This is an optimization exercise on Yosys and OpenROAD, whose aim is a short achievable clock period and few clock cycles, not a production implementation.
No run shown here included a check of the RTL's function; only the layout flow was run.
Power and IR drop assume default switching activity.

==> design/flow/design.v <==
module jcpu8 (
    input  wire        clk,
    input  wire        rst,         
    input  wire        stall,       
    output wire [15:0] mem_addr,
    output wire        mem_we,
    output wire [7:0]  mem_wdata,
    input  wire [7:0]  mem_rdata,
    input  wire [7:0]  io0,
    output wire        io_event,
    output wire [7:0]  io_value,
    output wire        fault
);
    localparam [3:0] ID_MOV = 4'h1, ID_LW  = 4'h2, ID_SW  = 4'h3, ID_LDA = 4'h4,
                     ID_PUSH = 4'h5, ID_POP = 4'h6, ID_JNZ = 4'h7, ID_ADD = 4'h8,
                     ID_ADC = 4'h9, ID_AND = 4'hA, ID_NOR = 4'hB, ID_CMP = 4'hC;
    reg [7:0]  ra, rb, rc, rd, rl, rh, rf;
    reg [15:0] sp;
    reg [7:0]  io_prev;
    reg        faulted;
    reg        pF, pA1, pA2, pX, pM;    
    reg        spec;        
    reg [15:0] addr_q;      
    reg [15:0] ret_q;       
    reg        we_q;
    reg [7:0]  wd_q;
    reg        imm;
    reg        c_lw, c_sw, c_ls, c_push, c_pop, c_jnz, c_three;
    reg        c_and, c_nor, c_add, c_adc, c_cmp, c_lda;
    reg [7:0]  rf_sel;      
    reg [7:0]  arg1;
    reg [7:0]  a1_sel;      
    reg [7:0]  a2_sel;      
    reg        e1;          
    reg        e1_and, e1_nor, e1_add, e1_adc, e1_cmp, e1_lda, e1_w;
    reg        e1_imm;      
    reg [7:0]  e1_d;        
    reg [7:0]  e1_s;        
    reg [7:0]  e1_val;      
    reg [7:0]  e1_hi;       
    reg [5:0]  e2_we;       
    reg        e2_fw;       
    reg        e2_add, e2_cmp, e2_lda;
    reg [7:0]  res_q;
    reg        c_q;         
    reg [7:0]  cmp_q;       
    reg [7:0]  op2_q;       
    reg [7:0]  hi_q;        
    reg        d_f, d_inv, s_same, s_f;
    reg        ev_q;
    reg [7:0]  ev_val;
    reg        fault_q;
    wire active = !stall && !faulted;
    function automatic [7:0] onehot(input [7:0] c);
        begin
            onehot = 8'd0;
            case (c)
                8'd0: onehot[0] = 1'b1;
                8'd1: onehot[1] = 1'b1;
                8'd2: onehot[2] = 1'b1;
                8'd3: onehot[3] = 1'b1;
                8'd4: onehot[4] = 1'b1;
                8'd5: onehot[5] = 1'b1;
                8'd6: onehot[6] = 1'b1;
                default: onehot[7] = 1'b1;
            endcase
        end
    endfunction
    function automatic [7:0] rsel(input [7:0] s,
                                  input [7:0] a, input [7:0] b, input [7:0] c,
                                  input [7:0] d, input [7:0] l, input [7:0] h,
                                  input [7:0] f);
        begin
            rsel = ({8{s[0]}} & a) | ({8{s[1]}} & b) | ({8{s[2]}} & c) |
                   ({8{s[3]}} & d) | ({8{s[4]}} & l) | ({8{s[5]}} & h) |
                   ({8{s[6]}} & f) | {8{s[7]}};
        end
    endfunction
    function automatic [7:0] cmpbits(input [7:0] x, input [7:0] y);
        begin
            if (x > y)       cmpbits = 8'h02;
            else if (x == y) cmpbits = 8'h04;
            else             cmpbits = 8'h08;
        end
    endfunction
    function automatic is_defined(input [7:0] b);
        begin
            if (b[3:0] == ID_LW || b[3:0] == ID_SW)
                is_defined = 1'b1;
            else if (b[6:4] != 3'd0)
                is_defined = 1'b0;
            else case (b[3:0])
                ID_MOV, ID_ADD, ID_ADC, ID_AND, ID_NOR, ID_CMP,
                ID_PUSH, ID_JNZ: is_defined = 1'b1;
                ID_LDA:          is_defined = b[7];
                ID_POP:          is_defined = ~b[7];
                default:         is_defined = 1'b0;
            endcase
        end
    endfunction
    assign mem_addr  = addr_q;
    assign mem_we    = we_q;
    assign mem_wdata = wd_q;
    assign io_event  = ev_q;
    assign io_value  = ev_val;
    assign fault     = fault_q;
    wire [7:0]  x_a1    = rsel(a1_sel, ra, rb, rc, rd, rl, rh, rf);
    wire [7:0]  x_a2    = rsel(a2_sel, ra, rb, rc, rd, rl, rh, rf);
    wire [7:0]  x_rf    = rsel(rf_sel, ra, rb, rc, rd, rl, rh, rf);
    wire [15:0] pc_inc  = addr_q + 16'd1;
    wire [15:0] sp_dec  = sp - 16'd1;
    wire [15:0] sp_inc  = sp + 16'd1;
    wire        sp_ffff = &sp;             
    wire        sp_zero = ~|sp;            
    wire [7:0]  hl_h = e2_lda ? hi_q : e2_we[5] ? res_q : rh;
    wire [7:0]  hl_l = (e2_lda || e2_we[4]) ? res_q : rl;
    wire        squash  = spec && !(|x_a1);
    wire        go_ls_imm = pA2 && c_ls && imm;
    wire        go_jnz_i  = pA1 && c_jnz && imm;
    wire        jnz_taken = |mem_rdata;
    reg  [15:0] addr_early;
    always @* begin
        addr_early = pc_inc;
        if (pF && squash)                   addr_early = ret_q;
        if (pA1 && c_push && imm)           addr_early = sp_dec;
        if (pA1 && c_pop)                   addr_early = sp;
        if (pA1 && c_jnz && !imm)           addr_early = {hl_h, hl_l};
        if (pX && c_ls)                     addr_early = {x_a1, x_a2};
        if (pX && c_push)                   addr_early = sp_dec;
        if (pM)                             addr_early = ret_q;
    end
    wire [15:0] addr_next = go_ls_imm ? {arg1, mem_rdata} :
                            (go_jnz_i && jnz_taken) ? {hl_h, hl_l} : addr_early;
    wire [3:0]  nid = mem_rdata[3:0];
    always @(posedge clk) begin
        if (rst) begin
            pF <= 1'b1; pA1 <= 1'b0; pA2 <= 1'b0; pX <= 1'b0; pM <= 1'b0;
            spec <= 1'b0;
            addr_q <= 16'd0; we_q <= 1'b0;
            sp <= 16'd0;
            io_prev <= 8'd0; faulted <= 1'b0;
        end else if (active) begin
            addr_q <= addr_next;
            we_q   <= (pA1 && c_push && imm && sp_dec[15]) ||
                      (pX && c_push && sp_dec[15]) ||
                      (pA2 && c_sw && imm && arg1[7]) ||
                      (pX && c_sw && x_a1[7]);
            spec   <= pA1 && c_jnz && !imm;
            if (pF && !squash) begin
                if (io0 != io_prev) io_prev <= io0;
                if (!is_defined(mem_rdata)) faulted <= 1'b1;
                pF <= 1'b0; pA1 <= 1'b1;
            end
            if (pA1) begin
                pA1 <= 1'b0;
                if (c_three)                   pA2 <= 1'b1;
                else if (c_jnz)                pF  <= 1'b1;
                else if (c_push && !imm)       pX  <= 1'b1;
                else                           pM  <= 1'b1;
            end
            if (pA2) begin
                pA2 <= 1'b0;
                if (c_ls && !imm)  pX <= 1'b1;
                else if (c_ls)     pM <= 1'b1;
                else               pF <= 1'b1;
            end
            if (pX) begin
                pX <= 1'b0;
                pM <= 1'b1;
            end
            if (pM) begin
                pM <= 1'b0;
                pF <= 1'b1;
                if (c_push) begin
                    if (!sp_dec[15]) begin
                        faulted <= 1'b1;
                    end else begin
                        sp <= sp_dec;
                        if (sp_ffff) sp[7:0]  <= wd_q;
                        if (sp_zero) sp[15:8] <= wd_q;
                    end
                end
                if (c_pop) sp <= sp_inc;
                if (c_sw) begin
                    if (!addr_q[15]) begin
                        faulted <= 1'b1;
                    end else begin
                        if (addr_q == 16'hFFFE) sp[7:0]  <= wd_q;
                        if (addr_q == 16'hFFFF) sp[15:8] <= wd_q;
                    end
                end
            end
        end
    end
    always @(posedge clk) begin
        if (pF) begin
            imm     <= mem_rdata[7];
            c_lw    <= nid == ID_LW;
            c_sw    <= nid == ID_SW;
            c_ls    <= nid == ID_LW || nid == ID_SW;
            c_push  <= nid == ID_PUSH;
            c_pop   <= nid == ID_POP;
            c_jnz   <= nid == ID_JNZ;
            c_three <= !(nid == ID_PUSH || nid == ID_POP || nid == ID_JNZ);
            c_and   <= nid == ID_AND;
            c_nor   <= nid == ID_NOR;
            c_add   <= nid == ID_ADD || nid == ID_ADC;
            c_adc   <= nid == ID_ADC;
            c_cmp   <= nid == ID_CMP;
            c_lda   <= nid == ID_LDA;
            rf_sel  <= onehot({5'd0, mem_rdata[6:4]});
        end
        if (pA1) begin
            arg1   <= mem_rdata;
            a1_sel <= onehot(mem_rdata);
            if (c_push) wd_q <= mem_rdata;
            ret_q  <= pc_inc;
        end
        if (pA2) begin
            a2_sel <= onehot(mem_rdata);
            wd_q   <= x_rf;
            ret_q  <= pc_inc;
        end
        if (pX && c_push) wd_q <= x_a1;
    end
    wire fault_set = active && ((pF && !squash && !is_defined(mem_rdata)) ||
                                (pM && c_push && !sp_dec[15]) ||
                                (pM && c_sw && !addr_q[15]));
    wire ev_next   = active && pF && !squash && io0 != io_prev;
    always @(posedge clk) begin
        if (rst) begin
            ev_q    <= 1'b0;
            fault_q <= 1'b0;
        end else if (!stall) begin
            ev_q    <= ev_next;
            fault_q <= (faulted || fault_set) && !ev_next;
        end
        if (pF) ev_val <= io0;
    end
    wire [7:0] x1   = rsel(e1_d, ra, rb, rc, rd, rl, rh, rf);
    wire [7:0] op2  = e1_imm ? e1_val : rsel(e1_s, ra, rb, rc, rd, rl, rh, rf);
    wire       cin  = e1_adc & rf[0];
    wire [8:0] sum  = {1'b0, x1} + {1'b0, op2} + {8'd0, cin};
    wire [7:0] res  = e1_add ? sum[7:0] :
                      e1_and ? (x1 & op2) :
                      e1_nor ? ~(x1 | op2) : op2;
    wire [7:0] f_c   = (d_f ? res_q : rf) | {7'd0, c_q};
    wire [7:0] x1_n  = res_q | {7'd0, d_f & c_q} | {8{d_inv}};
    wire [7:0] y_n   = s_same ? x1_n : s_f ? f_c : op2_q;
    wire [7:0] f_add = f_c | cmpbits(x1_n, y_n);
    wire set_alu = pA2 && !c_ls;
    wire set_ld  = pM && (c_lw || c_pop);
    always @(posedge clk) begin
        if (rst) begin
            ra <= 8'd0; rb <= 8'd0; rc <= 8'd0; rd <= 8'd0;
            rl <= 8'd0; rh <= 8'd0; rf <= 8'd0;
            e1 <= 1'b0;
            e2_we <= 6'd0; e2_fw <= 1'b0;
            e2_add <= 1'b0; e2_cmp <= 1'b0; e2_lda <= 1'b0;
        end else if (active) begin
            if (e2_we[0]) ra <= res_q;
            if (e2_we[1]) rb <= res_q;
            if (e2_we[2]) rc <= res_q;
            if (e2_we[3]) rd <= res_q;
            if (e2_we[4] || e2_lda) rl <= res_q;
            if (e2_we[5]) rh <= res_q;
            else if (e2_lda) rh <= hi_q;
            if (e2_add)      rf <= f_add;
            else if (e2_fw)  rf <= res_q;
            else if (e2_cmp) rf <= cmp_q;
            e2_we  <= e1 && e1_w ? e1_d[5:0] : 6'd0;
            e2_fw  <= e1 && e1_w && e1_d[6];
            e2_add <= e1 && e1_add;
            e2_cmp <= e1 && e1_cmp;
            e2_lda <= e1 && e1_lda;
            e1     <= set_alu || set_ld;
        end
    end
    always @(posedge clk) begin
        if (set_alu) begin
            e1_and <= c_and;
            e1_nor <= c_nor;
            e1_add <= c_add;
            e1_adc <= c_adc;
            e1_cmp <= c_cmp;
            e1_lda <= c_lda;
            e1_w   <= !(c_cmp || c_lda);
            e1_imm <= imm;
            e1_d   <= a1_sel;
            e1_s   <= onehot(mem_rdata);
            e1_val <= mem_rdata;
            e1_hi  <= arg1;
        end
        if (set_ld) begin
            e1_and <= 1'b0;
            e1_nor <= 1'b0;
            e1_add <= 1'b0;
            e1_adc <= 1'b0;
            e1_cmp <= 1'b0;
            e1_lda <= 1'b0;
            e1_w   <= 1'b1;
            e1_imm <= 1'b1;
            e1_d   <= c_lw ? rf_sel : a1_sel;
            e1_val <= mem_rdata;
        end
        if (e1) begin
            res_q  <= res;
            c_q    <= e1_add & sum[8];
            cmp_q  <= cmpbits(x1, op2);
            op2_q  <= op2;
            hi_q   <= e1_hi;
            d_f    <= e1_d[6];
            d_inv  <= e1_d[7];
            s_same <= !e1_imm && e1_s[6:0] == e1_d[6:0] && !e1_d[7];
            s_f    <= !e1_imm && e1_s[6];
        end
    end
endmodule
==> design/flow/run.sh <==
#!/bin/bash
# synth_recipe.tcl (not shown) runs the flow's synth.tcl, then flattens the netlist and writes it again
# the make line also repeats each setting of config.mk as NAME=value (left out here)
make -C /OpenROAD-flow-scripts/flow DESIGN_CONFIG=/design/flow/config.mk WORK_HOME=/design/flow/orfs CLKGATE_MAP_FILE= SYNTH_SCRIPT=/design/flow/synth_recipe.tcl finish
==> design/flow/config.mk <==
export PLATFORM = sky130hd
export DESIGN_NAME = jcpu8
export DESIGN_NICKNAME = jcpu8
export VERILOG_FILES = /design/flow/design.v
export SDC_FILE = /design/flow/constraint.sdc
export NUM_CORES = 4
export LEC_CHECK = 0
export ABC_CLOCK_PERIOD_IN_PS = 2000
export CAP_MARGIN = 20
export CORE_MARGIN = 2
export CORE_UTILIZATION = 25
export GPL_ROUTABILITY_DRIVEN = 1
export PLACE_DENSITY = 0.45
export SETUP_SLACK_MARGIN = 4.0
export SLEW_MARGIN = 20
==> design/flow/constraint.sdc <==
create_clock -name core_clock -period 6.0 [get_ports {clk}]
set_input_delay 1.2000 -clock core_clock [delete_from_list [all_inputs] [get_ports {clk}]]
set_output_delay 1.2000 -clock core_clock [all_outputs]
set_load 0.01 [all_outputs]
==> Flow_metrics.wiki, run 1 <==
{| class="wikitable"
! Metric !! Value
|-
| Post-layout instance count excluding filler cells || about 2.9k
|-
| RSZ-0062 raised after global routing || yes
|-
| Final Wtd Congestion || a little under 1
|-
| Maximum clock frequency || 325 MHz
|-
| Antenna violations before repair || 1
|-
| Per-cell via count in the routed design || between 5 and 6
|-
| Relative max-transition margin || 42.6%
|-
| Deepest clock path buffer count || 3
|-
| Summed negative setup slack over all endpoints || 0 ns
|-
| Placement row count || between 90 and 100
|-
| Worst-path maximum fanout || 3
|-
| Number of nets produced by synthesis || ~1.9k
|-
| Ports placed on the boundary || 54
|-
| Fraction of power spent switching nets || 31.0%
|-
| Vias in the first global route || between 15k and 20k
|-
| Post-Syn Area || 16000 µm²
|-
| Part of the cycle the worst path needs || 51.3%
|-
| Core footprint || ~63000 µm²
|-
| Part of the total power dissipated in combinational logic || 22.0%
|-
| Cell internal power dissipation || roughly 0.0039 W
|-
| Fin. max-slew vios || 0
|-
| Layout cells sized above 1 || a little under a third
|-
| Fin Clk Skew || about 0.033 ns
|-
| Leading registers by flop count || addr_q (16), ret_q (16), sp (16)
|-
| Cells after Synth || 1836
|-
| First-pass GRT wire length || 109 mm
|-
| Worst-Skew Late Latency || 0.57 ns
|-
| Startpoint type of the worst setup path || register
|-
| Vertical die dimension || between 200 and 300 µm
|-
| Start-to-end type of the worst setup path || register to register
|-
| Total grt overflow || 0
|-
| Data required, critical path || about 6.3 ns
|-
| Reported leakage power || 7.74 nW
|-
| Total net switching power || 0.00177 W
|-
| Worst hold path class || register to register
|-
| Diodes inserted || 0
|-
| Cell variety after synth || slightly below 80
|-
| Die outline width || about 260 µm
|-
| Clk pin slew, worst setup/hold paths || ~0.060 ns
|-
| Post-DP HPWL || between 40 and 50 mm
|-
| Fraction of power consumed by sequential logic || roughly two fifths
|-
| CTS root buf || sky130_fd_sc_hd__clkbuf_16
|-
| Share of the synthesized area in the top cell type || a little over a quarter
|-
| Total of flip-flops plus latches after synthesis || ~270
|-
| Global router's overall resource usage || 21.9%
|-
| Largest net degree at the start of global routing || 67
|-
| # DRC || 0
|-
| Arr. time, crit path || approximately 3.4 ns
|-
| Sequential share of the synthesized area || between 40% and 50%
|-
| Vias || about 16k
|-
| Status || finished clean
|-
| Total of buffers placed on input and output ports || 53
|-
| Relative area change from synthesis to final layout || 35.8%
|-
| Most numerous cell types in the synthesized netlist || sky130_fd_sc_hd__nand2_1 (240), sky130_fd_sc_hd__nor2_1 (175), sky130_fd_sc_hd__a21oi_1 (164)
|-
| Final critical path time including I/O delays and setup || roughly 3 ns
|-
| Cell with the most instances after synthesis || sky130_fd_sc_hd__nand2_1
|-
| Clock tree from TritonCTS || built
|-
| Count of flip-flops with a built-in enable after synthesis || 142
|-
| Hold_buf cts || 0
|-
| Number of cells in the design after placement || around 2.6k
|-
| Clock tree sinks || 267
|-
| Initial standard-cell utilization of the core || 25.3%
|-
| Dominant cell type by area after synthesis || sky130_fd_sc_hd__edfxtp_1
|-
| Max cap viols || 0
|-
| Area enclosed by the die boundary || between 60000 and 70000 µm²
|-
| Fraction of synthesis flops using an asynchronous set or reset pin || 0%
|-
| Mean post-synth cell area || between 8 and 9 µm²
|-
| Peak supply drop || 0.187 mV
|-
| 1st-pass router iterations || 9
|-
| First DRT Iteration DRCs || ~1.8k
|-
| Nets || just over 2k
|-
| Area contributors post-synth || sky130_fd_sc_hd__edfxtp_1 (27%), sky130_fd_sc_hd__dfxtp_1 (16%), sky130_fd_sc_hd__nand2_1 (5.6%), sky130_fd_sc_hd__a21oi_1 (5.1%), sky130_fd_sc_hd__nor2_1 (4.1%)
|-
| Capturing element type of the critical path || register
|-
| Synthesis warning total || 1
|-
| Clk network pwr share || about two fifths
|-
| Final setup viols || 0
|-
| Wire length per cell || 25.8 µm
|-
| Number of nets still failing antenna checks after routing || 0
|-
| Total routed wirelength || 74.1 mm
|-
| Power density over the cells || 264 nW/µm²
|-
| CTS HTree Levels || 2
|-
| Number of endpoints with negative hold slack in the final report || 0
|-
| Dominant register cell in the synthesized netlist || sky130_fd_sc_hd__edfxtp_1
|-
| Measured slew at the worst slew-check pin || 0.859 ns
|-
| Clock buffer count from CTS || 35
|}
stage by stage:
step	area, µm²	total power (W)	setup WS, ns	util, %	hold WS, ns
2_1_floorplan	16700	0.00285	3.21	-	0.400
3_3_place_gp	17500	0.00319	2.17	27.8	0.401
3_5_place_dp	17500	0.00319	2.06	27.8	0.407
4_1_cts	21000	0.00566	3.01	33.2	0.421
5_1_grt	21700	0.00595	2.79	34.4	0.426
6_report	21700	0.00572	2.92	34.4	0.420
power groups by stage:
stage | logic (W) | registers, W | clock network, W
2_1_floorplan | 0.000684 | 0.00217 | 0
3_3_place_gp | 0.000899 | 0.00229 | 0
3_5_place_dp | 0.000903 | 0.00229 | 0
4_1_cts | 0.00116 | 0.00223 | 0.00227
5_1_grt | 0.00136 | 0.00225 | 0.00234
6_report | 0.00126 | 0.00223 | 0.00223
cell families (layout without fill, tap and decap cells):
family,count (synthesis),count (layout),share of synthesized area (%)
flops,267,267,42.4
compound gates,540,541,22.8
simple gates,676,678,19.8
fa+ha+maj,39,39,3.15
buf+inv,197,389,4.77
mux,67,67,4.30
xor+xnor,50,50,2.74
timing repair:
action | 4_1_cts | 5_1_grt
pin swaps | 107 | 68
cloned | 3 | 0
setup endpoints to repair | 233 | 159
setup buffers | 172 | 34
gates resized for setup | 470 | 107
path summary, 6_finish.rpt:
kind	startpoint	to	slack, ns	depth (start not counted)
worst max-delay path	e1_d[3]	res_q[6]	2.92	15
worst min-delay path	e1_hi[4]	hi_q[4]	0.42	0
worst max register to register	e1_d[3]	res_q[6]	2.92	15
worst min register to register	e1_hi[4]	hi_q[4]	0.42	0
final cells by class:
| type | count | area (µm²) |
|---|---|---|
| Timing Repair Buffer | 286 | 2510 |
| Tap cell | 846 | 1060 |
| Multi-Input combinational cell | 1375 | 9860 |
| Inverter | 41 | 171 |
| Clock buffer | 49 | 1050 |
| Sequential cell | 267 | 6870 |
| Fill cell | 6517 | 41400 |
| Clock inverter | 13 | 150 |
worst max-delay path, cell delays in order (launching register included):
cell and delay [ns]:
sky130_fd_sc_hd__edfxtp_1 0.47, sky130_fd_sc_hd__buf_6 0.16, sky130_fd_sc_hd__buf_6 0.11, sky130_fd_sc_hd__a22o_1 0.20, sky130_fd_sc_hd__a221oi_2 0.19, sky130_fd_sc_hd__nand4_1 0.14
sky130_fd_sc_hd__buf_6 0.16, sky130_fd_sc_hd__buf_6 0.12, sky130_fd_sc_hd__fa_2 0.41, sky130_fd_sc_hd__a21oi_2 0.17, sky130_fd_sc_hd__o21bai_2 0.09, sky130_fd_sc_hd__a21oi_2 0.16
sky130_fd_sc_hd__o21bai_2 0.10, sky130_fd_sc_hd__xor2_1 0.15, sky130_fd_sc_hd__nand2_1 0.07, sky130_fd_sc_hd__o21ai_1 0.08
cell usage in the layout, fill, tap and decap left out, types with 15 or more instances in the layout:
master / netlist / routed
sky130_fd_sc_hd__o21ai_1: 2 / 24
sky130_fd_sc_hd__a21oi_1: 164 / 137
sky130_fd_sc_hd__nand3_1: 58 / 50
sky130_fd_sc_hd__dfxtp_2: 0 / 19
sky130_fd_sc_hd__a31oi_1: 16 / 15
sky130_fd_sc_hd__dfxtp_1: 125 / 84
sky130_fd_sc_hd__xor2_1: 24 / 22
sky130_fd_sc_hd__o21ai_0: 64 / 29
sky130_fd_sc_hd__buf_4: 1 / 176
sky130_fd_sc_hd__xnor2_1: 26 / 21
sky130_fd_sc_hd__a211oi_2: 0 / 22
sky130_fd_sc_hd__buf_6: 1 / 73
sky130_fd_sc_hd__buf_2: 8 / 18
sky130_fd_sc_hd__nand2_2: 1 / 15
sky130_fd_sc_hd__nand4_1: 32 / 32
sky130_fd_sc_hd__a21oi_2: 0 / 22
sky130_fd_sc_hd__nor2_1: 175 / 141
sky130_fd_sc_hd__ha_1: 37 / 31
sky130_fd_sc_hd__mux2i_1: 54 / 46
sky130_fd_sc_hd__a22oi_1: 81 / 74
sky130_fd_sc_hd__dfxtp_4: 0 / 22
sky130_fd_sc_hd__a221oi_1: 24 / 17
sky130_fd_sc_hd__inv_1: 38 / 33
sky130_fd_sc_hd__a222oi_1: 15 / 15
sky130_fd_sc_hd__clkbuf_16: 0 / 38
sky130_fd_sc_hd__nor3_1: 44 / 30
sky130_fd_sc_hd__nand2_1: 240 / 221
sky130_fd_sc_hd__nor2_4: 0 / 21
sky130_fd_sc_hd__a211oi_1: 37 / 15
sky130_fd_sc_hd__edfxtp_1: 142 / 142
sky130_fd_sc_hd__a22o_1: 20 / 20
per-layer routing:
layer  part of all wire [%]  routed length, µm  vias to the layer above  track usage, %
met5                  0.019                 14                        -               0
met4                    5.9               4350                        2            10.9
met3                    7.8               5790                      238            4.29
met2                     46              33800                      850            35.3
met1                     41              30200                     7966            28.0
li1                       -                  -                     7183               -
==> inputs of run 2 (changes only) <==
--- a/design/flow/design.v
+++ b/design/flow/design.v
@@ -147,7 +147,7 @@
                       (pX && c_sw && x_a1[7]);
             spec   <= pA1 && c_jnz && !imm;
             if (pF && !squash) begin
-                if (io0 != io_prev) io_prev <= io0;
+                io_prev <= io0;
                 if (!is_defined(mem_rdata)) faulted <= 1'b1;
                 pF <= 1'b0; pA1 <= 1'b1;
             end
@@ -193,6 +193,15 @@
         end
     end
     always @(posedge clk) begin
+        if (rst) begin
+            imm <= 1'b0;
+            c_lw <= 1'b0; c_sw <= 1'b0; c_ls <= 1'b0; c_push <= 1'b0;
+            c_pop <= 1'b0; c_jnz <= 1'b0; c_three <= 1'b0;
+            c_and <= 1'b0; c_nor <= 1'b0; c_add <= 1'b0; c_adc <= 1'b0;
+            c_cmp <= 1'b0; c_lda <= 1'b0;
+            rf_sel <= 8'd0; arg1 <= 8'd0; a1_sel <= 8'd0; a2_sel <= 8'd0;
+            wd_q <= 8'd0; ret_q <= 16'd0;
+        end else begin
         if (pF) begin
             imm     <= mem_rdata[7];
             c_lw    <= nid == ID_LW;
@@ -222,6 +231,7 @@
             ret_q  <= pc_inc;
         end
         if (pX && c_push) wd_q <= x_a1;
+        end
     end
     wire fault_set = active && ((pF && !squash && !is_defined(mem_rdata)) ||
                                 (pM && c_push && !sp_dec[15]) ||
@@ -277,6 +287,11 @@
         end
     end
     always @(posedge clk) begin
+        if (rst) begin
+            e1_and <= 1'b0; e1_nor <= 1'b0; e1_add <= 1'b0; e1_adc <= 1'b0;
+            e1_cmp <= 1'b0; e1_lda <= 1'b0; e1_w <= 1'b0; e1_imm <= 1'b0;
+            e1_d <= 8'd0; e1_s <= 8'd0; e1_val <= 8'd0; e1_hi <= 8'd0;
+        end else begin
         if (set_alu) begin
             e1_and <= c_and;
             e1_nor <= c_nor;
@@ -303,7 +318,10 @@
             e1_d   <= c_lw ? rf_sel : a1_sel;
             e1_val <= mem_rdata;
         end
-        if (e1) begin
+        end
+    end
+    always @(posedge clk) begin
+        begin
             res_q  <= res;
             c_q    <= e1_add & sum[8];
             cmp_q  <= cmpbits(x1, op2);
==> Flow_metrics.wiki, run 2 <==
{| class="wikitable"
! Metric !! Value
|-
| Summed negative setup slack over all endpoints || 0 ns
|-
| Power density over the cells || 222 nW/µm²
|-
| Placement row count || between 90 and 100
|-
| Dominant cell type by area after synthesis || sky130_fd_sc_hd__dfxtp_1
|-
| Relative area change from synthesis to final layout || 34.1%
|-
| Measured slew at the worst slew-check pin || about 0.79 ns
|-
| Worst-Skew Late Latency || about 0.58 ns
|-
| Largest net degree at the start of global routing || a little under 100
|-
| Cell with the most instances after synthesis || sky130_fd_sc_hd__nand2_1
|-
| Area enclosed by the die boundary || around 67000 µm²
|-
| Largest stage delay, worst path || 0.37 ns
|-
| Ports placed on the boundary || 54
|-
| Ordered cell list for the critical path || a22o_1, a221oi_2, nand4_1, inv_2, fa_2, inv_2, fa_2, a21oi_2, o21bai_1, a21oi_1, o21bai_1, a21oi_1, nor2_1, o21a_1
|-
| Slowest cell on crit path || sky130_fd_sc_hd__dfxtp_4
|-
| Total power consumption of the routed design || between 0.004 and 0.005 W
|-
| Startpoint type of the worst setup path || register
|-
| Layout cells sized above 1 || 30.7%
|-
| Nets || approximately 2.3k
|-
| First-pass GRT wire length || between 100 and 150 mm
|-
| Reg2Reg Depth || 14
|-
| Antenna violations before repair || 0
|-
| Post-layout instance count excluding filler cells || 3100
|-
| # DRC || 0
|-
| Cells after Synth || approximately 2.1k
|-
| Core footprint || 64300 µm²
|-
| Worst hold path class || register to register
|-
| Worst flop-to-flop path startpoint || rd[0]
|-
| First DRT Iteration DRCs || 1918
|-
| Count of flip-flops with a built-in enable after synthesis || 8
|-
| Post-DP HPWL || slightly above 50 mm
|-
| Dominant register cell in the synthesized netlist || sky130_fd_sc_hd__dfxtp_1
|-
| Mean post-synth cell area || just under 8 µm²
|-
| Data required, critical path || between 6 and 7 ns
|-
| Diodes inserted || 0
|-
| Total net switching power || 0.00138 W
|-
| Total of buffers placed on input and output ports || 53
|-
| Hold Path Cell Cnt || 0
|-
| Clock tree sinks || around 270
|-
| RSZ-0062 raised after global routing || yes
|-
| Part of the cycle the worst path needs || roughly 45%
|-
| Number of cells in the design after placement || approximately 2.9k
|-
| Capturing point of the worst reg2reg path || c_q
|-
| Status || finished clean
|-
| Final Wtd Congestion || a little over 0.9
|-
| CTS HTree Levels || 2
|-
| Start-to-end type of the worst setup path || register to register
|-
| Number of nets still failing antenna checks after routing || 0
|-
| Wire length per cell || between 20 and 30 µm
|-
| Clock buffer count from CTS || 36
|-
| Flop2flop setup slack || between 3 and 4 ns
|-
| Area of placed instances || 17700 µm²
|-
| Leading registers by flop count || addr_q (16), ret_q (16), sp (16)
|-
| Peak supply drop || around 0.15 mV
|-
| Post-Syn Area || approximately 16000 µm²
|-
| Cell variety after synth || between 90 and 100
|-
| Final standard cell area without fillers || 21800 µm²
|-
| Global router's overall resource usage || 22.8%
|-
| Capturing element type of the critical path || register
|-
| Final critical path time including I/O delays and setup || 2.71 ns
|-
| Post-route worst hold slack || 0.350 ns
|-
| Final setup viols || 0
|-
| Fin. max-slew vios || 0
|-
| Fraction of synthesis flops using an asynchronous set or reset pin || 0%
|-
| Deepest clock path buffer count || 3
|-
| Vias || 17.6k
|-
| Die outline width || approximately 260 µm
|-
| Fraction of power consumed by sequential logic || 39.7%
|-
| Arr. time, crit path || between 3 and 4 ns
|-
| Worst-path maximum fanout || 3
|-
| 1st-pass router iterations || 9
|-
| Area contributors post-synth || sky130_fd_sc_hd__dfxtp_1 (32%), sky130_fd_sc_hd__a21oi_1 (7.4%), sky130_fd_sc_hd__nand2_1 (6.4%), sky130_fd_sc_hd__nor2_1 (5.4%), sky130_fd_sc_hd__mux2i_1 (4.5%)
|-
| Cell internal power dissipation || roughly 0.0035 W
|-
| Number of buffer and inverter stages on the critical path || 2
|-
| Clk network pwr share || between 40% and 50%
|-
| CTS root buf || sky130_fd_sc_hd__clkbuf_16
|-
| Most frequent cells in the layout || sky130_fd_sc_hd__nand2_1 (239), sky130_fd_sc_hd__a21oi_1 (217), sky130_fd_sc_hd__nor2_1 (202)
|-
| Sequential share of the synthesized area || 33.3%
|-
| Maximum clock frequency || between 300 and 400 MHz
|-
| Most common library cell in the layout ignoring fill and taps || sky130_fd_sc_hd__nand2_1
|-
| Part of the total power dissipated in combinational logic || a little over an eighth
|-
| Vias in the first global route || 16.5k
|-
| Fraction of power spent switching nets || between 20% and 30%
|-
| Total grt overflow || 0
|-
| Reported leakage power || ~7.7 nW
|-
| Clock tree from TritonCTS || built
|-
| End of the worst hold path || hi_q[1]
|-
| Vertical die dimension || about 260 µm
|-
| Number of endpoints with negative hold slack in the final report || 0
|-
| Number of nets produced by synthesis || around 2.2k
|-
| Synthesis warning total || 1
|-
| Share of the synthesized area in the top cell type || roughly a third
|-
| Initial standard-cell utilization of the core || ~25%
|-
| Fin Clk Skew || 0.0376 ns
|-
| Per-cell via count in the routed design || about 5.7
|-
| Clk pin slew, worst setup/hold paths || approximately 0.060 ns
|-
| Startpoint of the worst hold path || e1_hi[1]
|-
| Max cap viols || 0
|-
| Delay-heaviest family, CP || compound AO/OA/AOI/OAI gates
|-
| Most numerous cell types in the synthesized netlist || sky130_fd_sc_hd__nand2_1 (279), sky130_fd_sc_hd__dfxtp_1 (259), sky130_fd_sc_hd__a21oi_1 (242)
|-
| Total of flip-flops plus latches after synthesis || about 270
|-
| Total routed wirelength || between 70 and 80 mm
|-
| Relative max-transition margin || about 47%
|}
==> run 2: changes by cell type after synthesis, moves of 19 or more <==
| cell | before | now |
|---|---|---|
| sky130_fd_sc_hd__edfxtp_1 | 142 | 8 |
| sky130_fd_sc_hd__a21oi_1 | 164 | 242 |
| sky130_fd_sc_hd__dfxtp_1 | 125 | 259 |
| sky130_fd_sc_hd__mux2i_1 | 54 | 73 |
| sky130_fd_sc_hd__nand2_1 | 240 | 279 |
| sky130_fd_sc_hd__nor2_1 | 175 | 232 |
| sky130_fd_sc_hd__a211oi_1 | 37 | 61 |
| sky130_fd_sc_hd__nor3_1 | 44 | 25 |
==> run 2: area by class of cell <==
type | count | area (µm²)
fill | 6664 | 42500
inverter | 38 | 143
clock inverter | 16 | 200
multi-input combinational | 1611 | 11200
timing repair buffer | 265 | 2530
clock buffer | 48 | 1030
tap | 855 | 1070
sequential | 267 | 5670
==> run 2: per-stage QoR <==
step	util (%)	setup slack [ns]
after global placement	27.6	1.79
after floorplan	-	2.99
after detailed placement	27.6	1.77
final	33.9	3.29
after global routing	33.9	3.13
after CTS	32.9	3.33
==> run 2: layer usage <==
metal	track usage [%]	part of all wire, %	vias up
met3	4.42	8.7	193
met4	9.39	4.5	0
li1	-	-	7911
met5	0	0	-
met1	31.5	43	8614
met2	34.4	43	883
==> run 2: worst register-to-register path: cells and delay by family, from the launching register on <==
family / cells / cell delay (ns)
buffers and inverters: 2 / 0.17
AND/OR/NAND/NOR: 2 / 0.26
flip-flops: 1 / 0.37
AO/OA/AOI/OAI: 8 / 1.21
adder cells (fa/ha/maj): 2 / 0.58
==> run 2: cells by family (layout without fill, tap and decap cells) <==
| family | Yosys count | after routing | share of synthesized area (%) |
|---|---|---|---|
| AOI/OAI and AO/OA | 658 | 658 | 26.8 |
| DFF | 267 | 267 | 33.3 |
| muxes | 82 | 84 | 5.14 |
| buffers and inverters | 234 | 367 | 6.36 |
| and+or+nand+nor | 769 | 769 | 21.9 |
| xor gates and xnor gates | 61 | 61 | 3.33 |
| adders and majority gates | 39 | 39 | 3.09 |
==> run 2: worst max path at each step <==
stage / slack [ns] / from / to / depth (start not counted)
final: 3.29 / rd[0] / c_q / 14
after global placement: 1.79 / mem_rdata[2] / addr_q[13] / 9
after global routing: 3.13 / rd[0] / c_q / 14
after CTS: 3.33 / rd[0] / c_q / 14
after detailed placement: 1.77 / mem_rdata[2] / addr_q[15] / 10
after floorplan: 2.99 / mem_rdata[6] / addr_q[1] / 10
==> run 2: repair_timing <==
item | in CTS | in global routing
gates cloned | 3 | 3
pin swaps | 92 | 56
endpoints found under the setup margin | 234 | 187
gates resized for setup | 549 | 75
setup buffers | 141 | 32
hold buffers | 0 | 0
==> run 2: power by group through the flow <==
stage	sequential (W)	combinational [W]	clock, W
floorplan	0.00192	0.000364	0
CTS	0.00191	0.000616	0.00229
detailed placement	0.00197	0.000493	0
global route	0.00192	0.000705	0.00236
global placement	0.00197	0.000488	0
finish	0.00192	0.000661	0.00226
==> inputs of run 3 (changes only) <==
==> design/flow/config.mk (replaced) <==
export PLATFORM = sky130hd
export DESIGN_NAME = jcpu8
export DESIGN_NICKNAME = jcpu8
export VERILOG_FILES = /design/flow/design.v
export SDC_FILE = /design/flow/constraint.sdc
export NUM_CORES = 4
export LEC_CHECK = 0
export CAP_MARGIN = 20
export CORE_MARGIN = 2
export CORE_UTILIZATION = 45
export GPL_ROUTABILITY_DRIVEN = 1
export GPL_TIMING_DRIVEN = 1
export PLACE_DENSITY = 0.6
export SETUP_SLACK_MARGIN = 4.0
export SLEW_MARGIN = 20
==> Flow_metrics.wiki, run 3 <==
{| class="wikitable"
! Metric !! Value
|-
| Number of nets still failing antenna checks after routing || 0
|-
| Worst flop-to-flop path startpoint || rd[0]
|-
| Global router's overall resource usage || 37.4%
|-
| Initial standard-cell utilization of the core || between 40 and 50%
|-
| Area enclosed by the die boundary || 37700 µm²
|-
| Worst-path maximum fanout || 3
|-
| Status || finished clean
|-
| Deepest clock path buffer count || 3
|-
| Vias || about 18k
|-
| Cell with the most instances after synthesis || sky130_fd_sc_hd__nand2_1
|-
| Arr. time, crit path || between 3 and 4 ns
|-
| Peak supply drop || between 0.2 and 0.25 mV
|-
| Clock tree from TritonCTS || built
|-
| Capturing element type of the critical path || register
|-
| Part of the total power dissipated in combinational logic || between 10% and 20%
|-
| Per-cell via count in the routed design || about 6.7
|-
| Start-to-end type of the worst setup path || register to register
|-
| Placement row count || about 70
|-
| Worst-Skew Late Latency || 0.61 ns
|-
| Clk pin slew, worst setup/hold paths || approximately 0.06 ns
|-
| Clock buffer count from CTS || 31
|-
| Slowest cell on crit path || sky130_fd_sc_hd__dfxtp_4
|-
| Delay-heaviest family, CP || compound AO/OA/AOI/OAI gates
|-
| Clk network pwr share || 44.2%
|-
| Post-Syn Area || ~16000 µm²
|-
| Wire length per cell || about 28 µm
|-
| Synthesis warning total || 1
|-
| Final Wtd Congestion || around 1.0
|-
| Power density over the cells || roughly 220 nW/µm²
|-
| Die outline width || ~190 µm
|-
| Final setup viols || 0
|-
| Count of flip-flops with a built-in enable after synthesis || 8
|-
| Total of buffers placed on input and output ports || 53
|-
| Most frequent cells in the layout || sky130_fd_sc_hd__nand2_1 (238), sky130_fd_sc_hd__a21oi_1 (216), sky130_fd_sc_hd__nor2_1 (208)
|-
| Number of buffer and inverter stages on the critical path || 10
|-
| Antenna violations before repair || 2
|-
| Sequential share of the synthesized area || between 30% and 40%
|-
| Diodes inserted || 0
|-
| Capturing point of the worst reg2reg path || cmp_q[1]
|-
| Fin Clk Skew || around 0.030 ns
|-
| Relative area change from synthesis to final layout || 28.5%
|-
| Reported leakage power || roughly 7.5 nW
|-
| Post-route worst hold slack || 0.351 ns
|-
| Fillers || between 3k and 4k
|-
| Cells after Synth || 2110
|-
| Largest stage delay, worst path || 0.38 ns
|-
| Max cap viols || 0
|-
| Most common library cell in the layout ignoring fill and taps || sky130_fd_sc_hd__nand2_1
|-
| RSZ-0062 raised after global routing || yes
|-
| Flop2flop setup slack || ~3.2 ns
|-
| Hold_buf cts || 0
|-
| Dominant register cell in the synthesized netlist || sky130_fd_sc_hd__dfxtp_1
|-
| Reg2Reg Depth || 19
|-
| Total grt overflow || 0
|-
| Vias in the first global route || between 15k and 20k
|-
| Leading registers by flop count || addr_q (16), ret_q (16), sp (16)
|-
| CTS HTree Levels || 1
|-
| Clock tree sinks || around 270
|-
| Maximum clock frequency || ~360 MHz
|-
| Ordered cell list for the critical path || a22o_1, a221oi_2, nand4_1, inv_2, buf_4, buf_6, buf_4, buf_4, buf_4, buf_6, buf_6, buf_6, ha_4, inv_2, a21oi_2, o21bai_1, a21oi_2, o21ai_2, nor2b_1
|-
| Dominant cell type by area after synthesis || sky130_fd_sc_hd__dfxtp_1
|-
| Final critical path time including I/O delays and setup || between 2 and 3 ns
|-
| Nets || ~2.2k
|-
| CP Depth || 19
|-
| Fin. max-slew vios || 0
|-
| 1st-pass router iterations || 6
|-
| Core footprint || between 30000 and 40000 µm²
|-
| Vertical die dimension || 194 µm
|-
| End of the worst hold path || hi_q[5]
|-
| Worst hold path class || register to register
|-
| Data required, critical path || approximately 6.5 ns
|-
| Hold Path Cell Cnt || 0
|-
| Summed negative setup slack over all endpoints || 0 ns
|-
| Most numerous cell types in the synthesized netlist || sky130_fd_sc_hd__nand2_1 (279), sky130_fd_sc_hd__dfxtp_1 (259), sky130_fd_sc_hd__a21oi_1 (242)
|-
| Total of flip-flops plus latches after synthesis || about 270
|-
| Cell variety after synth || a little over 90
|-
| Largest net degree at the start of global routing || 90
|-
| Mean post-synth cell area || 7.71 µm²
|-
| Fraction of power consumed by sequential logic || a little over two fifths
|-
| Cell internal power dissipation || approximately 0.0033 W
|-
| First DRT Iteration DRCs || approximately 2.5k
|-
| Relative max-transition margin || between 40% and 50%
|-
| Fraction of synthesis flops using an asynchronous set or reset pin || 0%
|-
| Number of nets produced by synthesis || 2168
|-
| Measured slew at the worst slew-check pin || about 0.79 ns
|-
| Part of the cycle the worst path needs || between 40% and 50%
|-
| CTS root buf || sky130_fd_sc_hd__clkbuf_16
|-
| Ports placed on the boundary || 54
|-
| Layout cells sized above 1 || 29.4%
|-
| Startpoint type of the worst setup path || register
|-
| Total net switching power || about 0.0013 W
|-
| Startpoint of the worst hold path || e1_hi[5]
|-
| First-pass GRT wire length || between 100 and 150 mm
|-
| Area contributors post-synth || sky130_fd_sc_hd__dfxtp_1 (32%), sky130_fd_sc_hd__a21oi_1 (7.4%), sky130_fd_sc_hd__nand2_1 (6.4%), sky130_fd_sc_hd__nor2_1 (5.4%), sky130_fd_sc_hd__mux2i_1 (4.5%)
|-
| Total routed wirelength || 73.7 mm
|-
| Share of the synthesized area in the top cell type || approximately a third
|-
| # DRC || 0
|-
| Number of endpoints with negative hold slack in the final report || 0
|-
| Fraction of power spent switching nets || between 20% and 30%
|-
| Post-DP HPWL || 46.6 mm
|-
| Total power consumption of the routed design || about 0.0046 W
|}
-- run 3: repair_timing --
item,4_1_cts,5_1_grt
setup endpoints to repair,247,179
cloned,11,0
buffers inserted,113,31
pin swaps,75,67
gates resized for setup,502,106
-- run 3: worst max path at each step --
| stage | from | to | slack, ns |
|---|---|---|---|
| floorplan | mem_rdata[6] | addr_q[1] | 2.99 |
| global placement | mem_rdata[2] | addr_q[11] | 1.78 |
| detailed placement | mem_rdata[2] | addr_q[11] | 1.70 |
| CTS | rd[0] | c_q | 3.25 |
| global route | rd[0] | cmp_q[1] | 3.14 |
| finish | rd[0] | cmp_q[1] | 3.23 |
-- run 3: metrics by stage --
step                      setup WS (ns)  std cells  area, µm²  utilization [%]
after floorplan                    2.99       2110      17000                -
after global placement             1.78       2455      17200             48.3
after detailed placement           1.70       2455      17200             48.3
after CTS                          3.25       2637      20200             56.8
after global routing               3.14       2668      20900             58.8
final                              3.23       2668      20900             58.8
-- run 3: final cells by class --
type                    count  area, µm²  share of cell area (%)
clock inverters            14        168                   0.802
multi-input cells        1615      11200                    53.4
inverters                  38        143                   0.682
flip-flops and latches    267       5680                    27.2
well taps                 461        577                    2.76
clock buffers              44        925                    4.42
repair buffers            229       2240                    10.7
-- run 3: power groups by stage --
| stage | Sequential, W | Clock (W) | Combinational (W) |
|---|---|---|---|
| global placement | 0.00197 | 0 | 0.000470 |
| detailed placement | 0.00197 | 0 | 0.000477 |
| global route | 0.00192 | 0.00212 | 0.000682 |
| CTS | 0.00192 | 0.00204 | 0.000594 |
| finish | 0.00192 | 0.00203 | 0.000643 |
| floorplan | 0.00192 | 0 | 0.000364 |
-- run 3: cells by family after synthesis --
family	synth area share (%)
muxes	5.14
and+or+nand+nor	21.9
DFF	33.3
buffers and inverters	6.36
AOI/OAI and AO/OA	26.8
adders and majority gates	3.09
xor gates and xnor gates	3.33
-- run 3: worst register-to-register path, stage by stage, from the launching register on --
cell	delay [ns]
sky130_fd_sc_hd__dfxtp_4	0.38
sky130_fd_sc_hd__a22o_1	0.24
sky130_fd_sc_hd__a221oi_2	0.17
sky130_fd_sc_hd__nand4_1	0.19
sky130_fd_sc_hd__inv_2	0.11
sky130_fd_sc_hd__buf_4	0.11
sky130_fd_sc_hd__buf_6	0.08
sky130_fd_sc_hd__buf_4	0.10
sky130_fd_sc_hd__buf_4	0.09
sky130_fd_sc_hd__buf_4	0.10
sky130_fd_sc_hd__buf_6	0.08
sky130_fd_sc_hd__buf_6	0.08
sky130_fd_sc_hd__buf_6	0.09
sky130_fd_sc_hd__ha_4	0.12
sky130_fd_sc_hd__inv_2	0.03
sky130_fd_sc_hd__a21oi_2	0.15
sky130_fd_sc_hd__o21bai_1	0.12
sky130_fd_sc_hd__a21oi_2	0.19
sky130_fd_sc_hd__o21ai_2	0.09
sky130_fd_sc_hd__nor2b_1	0.14
-- run 3: metal layers --
metal | up-vias | wire, µm | GRT usage [%]
met3 | 244 | 8770 | 9.10
met4 | 0 | 3590 | 15.2
met1 | 8495 | 31000 | 52.9
met2 | 1192 | 30300 | 54.4
li1 | 7839 | - | -
met5 | - | 0 | 0
==> inputs of run 4 (changes only) <==
--- a/design/flow/design.v
+++ b/design/flow/design.v
@@ -77,10 +77,50 @@
         end
     endfunction
     function automatic [7:0] cmpbits(input [7:0] x, input [7:0] y);
+        reg [7:0] g1, e1;
+        reg [3:0] g2, e2;
+        reg [1:0] g3, e3;
+        reg       g4, e4;
+        integer i;
         begin
-            if (x > y)       cmpbits = 8'h02;
-            else if (x == y) cmpbits = 8'h04;
-            else             cmpbits = 8'h08;
+            g1 = x & ~y;
+            e1 = ~(x ^ y);
+            for (i = 0; i < 4; i = i + 1) begin
+                g2[i] = g1[2*i+1] | (e1[2*i+1] & g1[2*i]);
+                e2[i] = e1[2*i+1] & e1[2*i];
+            end
+            for (i = 0; i < 2; i = i + 1) begin
+                g3[i] = g2[2*i+1] | (e2[2*i+1] & g2[2*i]);
+                e3[i] = e2[2*i+1] & e2[2*i];
+            end
+            g4 = g3[1] | (e3[1] & g3[0]);
+            e4 = e3[1] & e3[0];
+            cmpbits = {4'd0, !g4 && !e4, e4, g4, 1'b0};
+        end
+    endfunction
+    function automatic [8:0] add8(input [7:0] a, input [7:0] b, input cin);
+        reg [7:0] g, p, gg, pp, gn, pn;
+        reg [8:0] c;
+        integer i, k;
+        begin
+            g = a & b;
+            p = a ^ b;
+            gg = g;
+            pp = p;
+            for (k = 1; k < 8; k = k * 2) begin
+                gn = gg;
+                pn = pp;
+                for (i = k; i < 8; i = i + 1) begin
+                    gn[i] = gg[i] | (pp[i] & gg[i-k]);
+                    pn[i] = pp[i] & pp[i-k];
+                end
+                gg = gn;
+                pp = pn;
+            end
+            c[0] = cin;
+            for (i = 0; i < 8; i = i + 1)
+                c[i+1] = gg[i] | (pp[i] & cin);
+            add8 = {c[8], p ^ c[7:0]};
         end
     endfunction
     function automatic is_defined(input [7:0] b);
@@ -114,7 +154,8 @@
     wire        sp_zero = ~|sp;            
     wire [7:0]  hl_h = e2_lda ? hi_q : e2_we[5] ? res_q : rh;
     wire [7:0]  hl_l = (e2_lda || e2_we[4]) ? res_q : rl;
-    wire        squash  = spec && !(|x_a1);
+    reg  [6:0]  zr_q;
+    wire        squash  = spec && |(a1_sel[6:0] & zr_q);
     wire        go_ls_imm = pA2 && c_ls && imm;
     wire        go_jnz_i  = pA1 && c_jnz && imm;
     wire        jnz_taken = |mem_rdata;
@@ -250,7 +291,7 @@
     wire [7:0] x1   = rsel(e1_d, ra, rb, rc, rd, rl, rh, rf);
     wire [7:0] op2  = e1_imm ? e1_val : rsel(e1_s, ra, rb, rc, rd, rl, rh, rf);
     wire       cin  = e1_adc & rf[0];
-    wire [8:0] sum  = {1'b0, x1} + {1'b0, op2} + {8'd0, cin};
+    wire [8:0] sum  = add8(x1, op2, cin);
     wire [7:0] res  = e1_add ? sum[7:0] :
                       e1_and ? (x1 & op2) :
                       e1_nor ? ~(x1 | op2) : op2;
@@ -320,6 +361,20 @@
         end
         end
     end
+    wire       res_z = ~|res_q;
+    always @(posedge clk) begin
+        if (active && e2_we[0]) zr_q[0] <= res_z; else zr_q[0] <= ~|ra;
+        if (active && e2_we[1]) zr_q[1] <= res_z; else zr_q[1] <= ~|rb;
+        if (active && e2_we[2]) zr_q[2] <= res_z; else zr_q[2] <= ~|rc;
+        if (active && e2_we[3]) zr_q[3] <= res_z; else zr_q[3] <= ~|rd;
+        if (active && (e2_we[4] || e2_lda)) zr_q[4] <= res_z; else zr_q[4] <= ~|rl;
+        if (active && e2_we[5]) zr_q[5] <= res_z;
+        else if (active && e2_lda) zr_q[5] <= ~|hi_q;
+        else zr_q[5] <= ~|rh;
+        if (active && (e2_add || e2_cmp)) zr_q[6] <= 1'b0;
+        else if (active && e2_fw) zr_q[6] <= res_z;
+        else zr_q[6] <= ~|rf;
+    end
     always @(posedge clk) begin
         begin
             res_q  <= res;
==> Flow_metrics.wiki, run 4 <==
{| class="wikitable"
! Metric !! Value
|-
| Final setup viols || 0
|-
| Sequential share of the synthesized area || between 30% and 40%
|-
| Status || finished clean
|-
| Setup WS pre-CTS || 1.93 ns
|-
| Total grt overflow || 0
|-
| Count of flip-flops with a built-in enable after synthesis || 8
|-
| Layout cells sized above 1 || ~30%
|-
| Placement row count || 69
|-
| Part of the cycle the worst path needs || between 40% and 50%
|-
| Fraction of synthesis flops using an asynchronous set or reset pin || 0%
|-
| Vias in the first global route || ~17k
|-
| Number of endpoints with negative hold slack in the final report || 0
|-
| Worst-Skew Late Latency || around 0.56 ns
|-
| Ports placed on the boundary || 54
|-
| Final standard cell area without fillers || ~21000 µm²
|-
| Die outline width || ~190 µm
|-
| Cell variety after synth || between 70 and 80
|-
| Reported leakage power || 7.73 nW
|-
| Relative max-transition margin || 36.0%
|-
| First-pass GRT wire length || approximately 110 mm
|-
| Post-Syn Area || about 16000 µm²
|-
| Total routed wirelength || between 70 and 80 mm
|-
| Largest net degree at the start of global routing || 85
|-
| Arr. time, crit path || about 3.1 ns
|-
| Vertical die dimension || about 200 µm
|-
| Antenna violations before repair || 2
|-
| Summed negative setup slack over all endpoints || 0 ns
|-
| CTS root buf || sky130_fd_sc_hd__clkbuf_16
|-
| Startpoint type of the worst setup path || register
|-
| Measured slew at the worst slew-check pin || between 0.9 and 1 ns
|-
| # DRC || 0
|-
| Clock tree from TritonCTS || built
|-
| Final critical path time including I/O delays and setup || 2.71 ns
|-
| Peak supply drop || approximately 0.22 mV
|-
| Post-DP HPWL || roughly 49 mm
|-
| Number of nets produced by synthesis || between 2k and 2.5k
|-
| Clk pin slew, worst setup/hold paths || approximately 0.06 ns
|-
| 1st-pass router iterations || 24
|-
| Fin. max-slew vios || 0
|-
| Dominant cell type by area after synthesis || sky130_fd_sc_hd__dfxtp_1
|-
| Core footprint || ~36000 µm²
|-
| Share of the synthesized area in the top cell type || between 30% and 40%
|-
| Setup slack of the critical path after layout || 3.29 ns
|-
| Start-to-end type of the worst setup path || register to register
|-
| Number of nets still failing antenna checks after routing || 0
|-
| Leading registers by flop count || addr_q (16), ret_q (16), sp (16)
|-
| Data required, critical path || 6.42 ns
|-
| CTS HTree Levels || 2
|-
| Final Wtd Congestion || 0.986
|-
| Cell with the most instances after synthesis || sky130_fd_sc_hd__nand2_1
|-
| RSZ-0062 raised after global routing || yes
|-
| Global router's overall resource usage || 39.3%
|-
| Most frequent cells in the layout || sky130_fd_sc_hd__nand2_1 (275), sky130_fd_sc_hd__a21oi_1 (178), sky130_fd_sc_hd__dfxtp_1 (178)
|-
| Total of flip-flops plus latches after synthesis || approximately 270
|-
| Cells after Synth || 2127
|-
| Relative area change from synthesis to final layout || 30.8%
|-
| Area enclosed by the die boundary || ~38000 µm²
|-
| Diodes inserted || 0
|-
| Synthesis warning total || 1
|-
| First DRT Iteration DRCs || between 2k and 2.5k
|-
| Dominant register cell in the synthesized netlist || sky130_fd_sc_hd__dfxtp_1
|-
| Wire length per cell || 28.6 µm
|-
| Most numerous cell types in the synthesized netlist || sky130_fd_sc_hd__nand2_1 (292), sky130_fd_sc_hd__dfxtp_1 (266), sky130_fd_sc_hd__a21oi_1 (205)
|-
| Worst hold path class || register to register
|-
| Area of placed instances || 17200 µm²
|-
| Clock buffer count from CTS || 34
|-
| Worst-path maximum fanout || 5
|-
| Most common library cell in the layout ignoring fill and taps || sky130_fd_sc_hd__nand2_1
|-
| Post-route worst hold slack || 0.346 ns
|-
| Fin Clk Skew || 0.0314 ns
|-
| Mean post-synth cell area || 7.67 µm²
|-
| Max cap viols || 0
|-
| Nets || roughly 2.3k
|-
| Initial standard-cell utilization of the core || between 40% and 50%
|-
| Deepest clock path buffer count || 3
|-
| Clock tree sinks || 274
|-
| Area contributors post-synth || sky130_fd_sc_hd__dfxtp_1 (33%), sky130_fd_sc_hd__nand2_1 (6.7%), sky130_fd_sc_hd__a21oi_1 (6.3%), sky130_fd_sc_hd__mux2i_1 (4.9%), sky130_fd_sc_hd__nor2_1 (4.4%)
|-
| Maximum clock frequency || around 370 MHz
|-
| Capturing element type of the critical path || register
|-
| Vias || 18.2k
|-
| Total of buffers placed on input and output ports || 53
|-
| Per-cell via count in the routed design || approximately 6.8
|-
| Power density over the cells || between 200 and 250 nW/µm²
|}
## run 4: cell types whose count changed in the layout (fill, tap and decap cells not counted), moves of 14 or more
cell                      delta
sky130_fd_sc_hd__a21oi_1    -38
sky130_fd_sc_hd__buf_4      +19
sky130_fd_sc_hd__dfxtp_1    +19
sky130_fd_sc_hd__nand2_1    +37
sky130_fd_sc_hd__nand2_2    -25
sky130_fd_sc_hd__nor2_1     -36
sky130_fd_sc_hd__nor4_1     +17
sky130_fd_sc_hd__o21ai_0    +14
## run 4: cell type report
class / count / area (µm²)
fillers: 3195 / 14300
multi-input cells: 1607 / 11300
flip-flops and latches: 274 / 5800
repair buffers: 249 / 2430
clock buffers: 51 / 1050
well taps: 461 / 577
inverters: 35 / 140
clock inverters: 4 / 51.3
## run 4: worst paths after layout
kind                            slack (ns)       end  startpoint  depth (start not counted)
worst min-delay path                  0.35   hi_q[7]    e1_hi[7]                          0
worst max register to register        3.29  res_q[7]     e1_s[2]                         12
worst min register to register        0.35   hi_q[7]    e1_hi[7]                          0
worst max-delay path                  3.29  res_q[7]     e1_s[2]                         12
## run 4: stage by stage
step / cells / total power [W] / utilization, %
final: 2681 / 0.00461 / 59.8
after floorplan: 2127 / 0.00228 / -
after CTS: 2652 / 0.00456 / 57.6
after global placement: 2455 / 0.00242 / 48.4
after detailed placement: 2455 / 0.00243 / 48.4
after global routing: 2681 / 0.00473 / 59.8
## run 4: where the power goes
part,internal (W),total (W),switching (W)
Combinational,0.000247,0.000587,0.000340
Clock,0.00124,0.00207,0.000831
Sequential,0.00187,0.00195,0.0000841
Total,0.00335,0.00461,0.00125
## run 4: worst max-delay path: stages, from the launching register on
cell and delay, ns:
sky130_fd_sc_hd__dfxtp_4 0.38, sky130_fd_sc_hd__a22o_1 0.22, sky130_fd_sc_hd__a221oi_2 0.17, sky130_fd_sc_hd__nand4_1 0.23, sky130_fd_sc_hd__o21ai_2 0.15, sky130_fd_sc_hd__ha_1 0.27
sky130_fd_sc_hd__nand3b_1 0.17, sky130_fd_sc_hd__a21oi_2 0.17, sky130_fd_sc_hd__o21ai_2 0.09, sky130_fd_sc_hd__a32oi_2 0.25, sky130_fd_sc_hd__a21oi_2 0.10, sky130_fd_sc_hd__xnor2_1 0.14
sky130_fd_sc_hd__mux2_4 0.25
## run 4: repair_timing
action / 4_1_cts / 5_1_grt
hold buffers: 0 / 0
resized for setup: 543 / 124
setup buffers: 133 / 27
pin swaps: 82 / 79
endpoints found under the setup margin: 253 / 187
gates cloned: 9 / 2
## run 4: logic make-up after synthesis
kind of cell / share of synthesized area [%]
AO/OA/AOI/OAI: 26.6
XOR/XNOR: 3.33
adder cells (fa/ha/maj): 2.96
buffers and inverters: 5.90
flip-flops: 34.1
multiplexers: 5.41
AND/OR/NAND/NOR: 21.7
## run 4: routing by layer
metal | up-vias | track usage (%) | wire length [µm]
met3 | 325 | 9.87 | 8360
met1 | 8758 | 49.9 | 29200
met4 | 4 | 21.5 | 5200
li1 | 7914 | - | -
met2 | 1180 | 61.3 | 33900
met5 | - | 0 | 25
==> inputs of run 5 (changes only) <==
==> design/flow/config.mk (replaced) <==
export PLATFORM = sky130hd
export DESIGN_NAME = jcpu8
export DESIGN_NICKNAME = jcpu8
export VERILOG_FILES = /design/flow/design.v
export SDC_FILE = /design/flow/constraint.sdc
export NUM_CORES = 4
export LEC_CHECK = 0
export ABC_CLOCK_PERIOD_IN_PS = 2000
export CAP_MARGIN = 20
export CORE_MARGIN = 2
export CORE_UTILIZATION = 25
export GPL_ROUTABILITY_DRIVEN = 1
export PLACE_DENSITY = 0.45
export SETUP_SLACK_MARGIN = 4.0
export SLEW_MARGIN = 20
==> Flow_metrics.wiki, run 5 <==
{| class="wikitable"
! Metric !! Value
|-
| Global Route met2 Usage || between 30% and 40%
|-
| Sequential share of the synthesized area || between 30% and 40%
|-
| Vertical die dimension || roughly 260 µm
|-
| Post-DP HPWL || ~52 mm
|-
| Worst-Skew Late Latency || roughly 0.56 ns
|-
| Post-route worst hold slack || between 0.3 and 0.4 ns
|-
| Capturing element type of the critical path || register
|-
| Die outline width || 259 µm
|-
| Leading registers by flop count || addr_q (16), ret_q (16), sp (16)
|-
| Most Frequent Cell on Critical Path || sky130_fd_sc_hd__a21oi_2
|-
| Max cap viols || 0
|-
| Part of the cycle the worst path needs || 44.8%
|-
| Delay-heaviest family, CP || compound AO/OA/AOI/OAI gates
|-
| Core footprint || about 64000 µm²
|-
| Total of flip-flops plus latches after synthesis || ~270
|-
| Initial standard-cell utilization of the core || 25.3%
|-
| CTS HTree Levels || 2
|-
| Most numerous cell types in the synthesized netlist || sky130_fd_sc_hd__nand2_1 (292), sky130_fd_sc_hd__dfxtp_1 (266), sky130_fd_sc_hd__a21oi_1 (205)
|-
| Post-Syn Area || about 16000 µm²
|-
| Number of nets still failing antenna checks after routing || 0
|-
| # DRC || 0
|-
| Slowest cell on crit path || sky130_fd_sc_hd__dfxtp_4
|-
| Status || finished clean
|-
| Measured slew at the worst slew-check pin || 0.856 ns
|-
| Clock tree sinks || about 270
|-
| Antenna violations before repair || 0
|-
| Power density over the cells || about 220 nW/µm²
|-
| Ordered cell list for the critical path || a22o_1, a221oi_2, nand4_1, ha_1, nand3b_1, a21oi_2, o21ai_2, a32oi_2, a21oi_2, xnor2_1, mux2_4
|-
| Hold_buf cts || 0
|-
| Per-cell via count in the routed design || between 5 and 6
|-
| CTS root buf || sky130_fd_sc_hd__clkbuf_16
|-
| Vias || approximately 18k
|-
| 1st-pass router iterations || 8
|-
| Cell with the most instances after synthesis || sky130_fd_sc_hd__nand2_1
|-
| RSZ-0062 raised after global routing || yes
|-
| Relative max-transition margin || a little over two fifths
|-
| Maximum clock frequency || about 370 MHz
|-
| Start-to-end type of the worst setup path || register to register
|-
| Largest net degree at the start of global routing || between 80 and 90
|-
| Worst hold path class || register to register
|-
| Data required, critical path || around 6.4 ns
|-
| Clk pin slew, worst setup/hold paths || 0.06 ns
|-
| Most common library cell in the layout ignoring fill and taps || sky130_fd_sc_hd__nand2_1
|-
| Peak supply drop || 0.141 mV
|-
| Largest stage delay, worst path || approximately 0.37 ns
|-
| Cells after Synth || roughly 2.1k
|-
| Vias in the first global route || approximately 17k
|-
| Total grt overflow || 0
|-
| Reported leakage power || 7.65 nW
|-
| Fin Clk Skew || 0.0237 ns
|-
| Dominant register cell in the synthesized netlist || sky130_fd_sc_hd__dfxtp_1
|-
| Clock buffer count from CTS || 34
|-
| Layout cells sized above 1 || between 20% and 30%
|-
| Met1 track demand over resource in global routing || just under 30%
|-
| Final critical path time including I/O delays and setup || between 2 and 3 ns
|-
| Number of nets produced by synthesis || approximately 2.2k
|-
| Worst-path maximum fanout || 2
|-
| Fin. max-slew vios || 0
|-
| Cell variety after synth || 75
|-
| Placement row count || 93
|-
| Ports placed on the boundary || 54
|-
| Relative area change from synthesis to final layout || 33.8%
|-
| Share of the synthesized area in the top cell type || roughly a third
|-
| Synthesis warning total || 1
|-
| Summed negative setup slack over all endpoints || 0 ns
|-
| Area of the multi-input gates || about 11000 µm²
|-
| Reg area || around 5800 µm²
|-
| Total routed wirelength || 79.2 mm
|-
| Fraction of synthesis flops using an asynchronous set or reset pin || 0%
|-
| Fillers || roughly 6.7k
|-
| Startpoint type of the worst setup path || register
|-
| Global Route met3 Usage || between 4 and 5%
|-
| Number of buffer and inverter stages on the critical path || 0
|-
| Final Wtd Congestion || between 0.8 and 0.9
|-
| Total power consumption of the routed design || about 0.0048 W
|-
| First DRT Iteration DRCs || roughly 2.1k
|-
| Global router's overall resource usage || a little under a quarter
|-
| Arr. time, crit path || between 3 and 4 ns
|-
| First-pass GRT wire length || 116 mm
|-
| Final cell utilization of the core || between 30% and 40%
|-
| Most used routing layer in global routing || met2
|-
| Mean post-synth cell area || 7.67 µm²
|-
| Deepest clock path buffer count || 3
|-
| Area enclosed by the die boundary || 67300 µm²
|-
| Most frequent cells in the layout || sky130_fd_sc_hd__nand2_1 (274), sky130_fd_sc_hd__a21oi_1 (183), sky130_fd_sc_hd__dfxtp_1 (176)
|-
| Total of buffers placed on input and output ports || 53
|-
| Wire length per cell || approximately 26 µm
|-
| Area contributors post-synth || sky130_fd_sc_hd__dfxtp_1 (33%), sky130_fd_sc_hd__nand2_1 (6.7%), sky130_fd_sc_hd__a21oi_1 (6.3%), sky130_fd_sc_hd__mux2i_1 (4.9%), sky130_fd_sc_hd__nor2_1 (4.4%)
|-
| Dominant cell type by area after synthesis || sky130_fd_sc_hd__dfxtp_1
|-
| Nets || 2241
|-
| Final setup viols || 0
|-
| Flop2flop setup slack || about 3.3 ns
|-
| Clock tree from TritonCTS || built
|-
| Number of endpoints with negative hold slack in the final report || 0
|-
| Count of flip-flops with a built-in enable after synthesis || 8
|}
-- run 5: cell counts after synthesis --
Identical to the previous run, type by type.
-- run 5: cells by family after synthesis --
logic type	after synthesis	synth area share, %
AOI/OAI and AO/OA	649	26.6
xor gates and xnor gates	62	3.33
adders and majority gates	38	2.96
buffers and inverters	250	5.90
DFF	274	34.1
muxes	87	5.41
and+or+nand+nor	767	21.7
-- run 5: cell type report --
cell class	instances	area share, %
Clock buffer	50	4.60
Antenna cell	1	0.0115
Sequential cell	274	26.6
Inverter	35	0.665
Timing Repair inverter	1	0.0229
Timing Repair Buffer	232	10.4
Multi-Input combinational cell	1606	52.0
Clock inverter	10	0.820
Tap cell	855	4.90
-- run 5: timing repair --
item | 4_1_cts | 5_1_grt
resized for setup | 542 | 111
pin swaps | 87 | 77
setup buffers | 113 | 36
cloned | 10 | 0
endpoints found under the setup margin | 264 | 171
-- run 5: layer usage --
metal	part of all wire, %	up-vias
met1	42	8610
li1	-	7894
met3	8.2	245
met2	45	857
met4	5.0	0
met5	0	-
-- run 5: path summary, 6_finish.rpt --
kind                  from        to  cells past startpoint
setup / recovery     ra[0]  res_q[7]                     11
hold / removal    e1_hi[4]   hi_q[4]                      0
setup reg to reg     ra[0]  res_q[7]                     11
hold reg to reg   e1_hi[4]   hi_q[4]                      0
-- run 5: power breakdown --
part           internal, W  switching (W)  total [W]
logic             0.000234       0.000336   0.000570
clock network      0.00138       0.000866    0.00224
registers          0.00187      0.0000903    0.00196
total              0.00348        0.00129    0.00477
-- run 5: per-stage QoR --
stage | instance area, µm² | instances | worst slack (ns)
2_1_floorplan | 17100 | 2127 | 2.98
3_3_place_gp | 17700 | 2844 | 1.92
3_5_place_dp | 17700 | 2844 | 1.81
4_1_cts | 21100 | 3027 | 3.35
5_1_grt | 21800 | 3063 | 3.20
6_report | 21800 | 3064 | 3.31

[port drivers added, routing unchanged]
The flow's constraints put no driver on any port. The routed layouts listed below were extracted and timed again, unchanged, in two steps.
Step 1 (the two cells are an assumption about what drives the block):
set clk [get_ports {clk}]
set_driving_cell -lib_cell sky130_fd_sc_hd__clkbuf_16 $clk
set_driving_cell -lib_cell sky130_fd_sc_hd__buf_2 [delete_from_list [all_inputs] $clk]
Step 2 adds t to the input delays and takes it off the output delays; t is the mean of the earliest and latest rising clock arrival at the registers after step 1. Input paths then give back, and output paths get back, about the clock's delay inside the block.
a / b / c = ideal / step 1 / step 2; a / b = the first two.
run	shift t [ns]	setup WS [ns]	clock arrival spread, ns	worst register clock-pin slew, ns
run 1	0.607	2.924 / 2.924 / 2.878	0.033 / 0.033	0.06 / 0.06
run 2	0.616	3.294 / 3.294 / 2.724	0.038 / 0.038	0.06 / 0.06
run 3	0.649	3.235 / 3.235 / 2.741	0.033 / 0.033	0.06 / 0.06
run 4	0.597	3.292 / 3.292 / 2.792	0.032 / 0.032	0.07 / 0.07
run 5	0.606	3.309 / 3.309 / 2.815	0.026 / 0.026	0.07 / 0.07
After both steps every run listed still meets setup and hold. For run 2, which loses most, drivers alone change the setup slack by 0.000 ns; drivers and shift together by -0.570 ns.
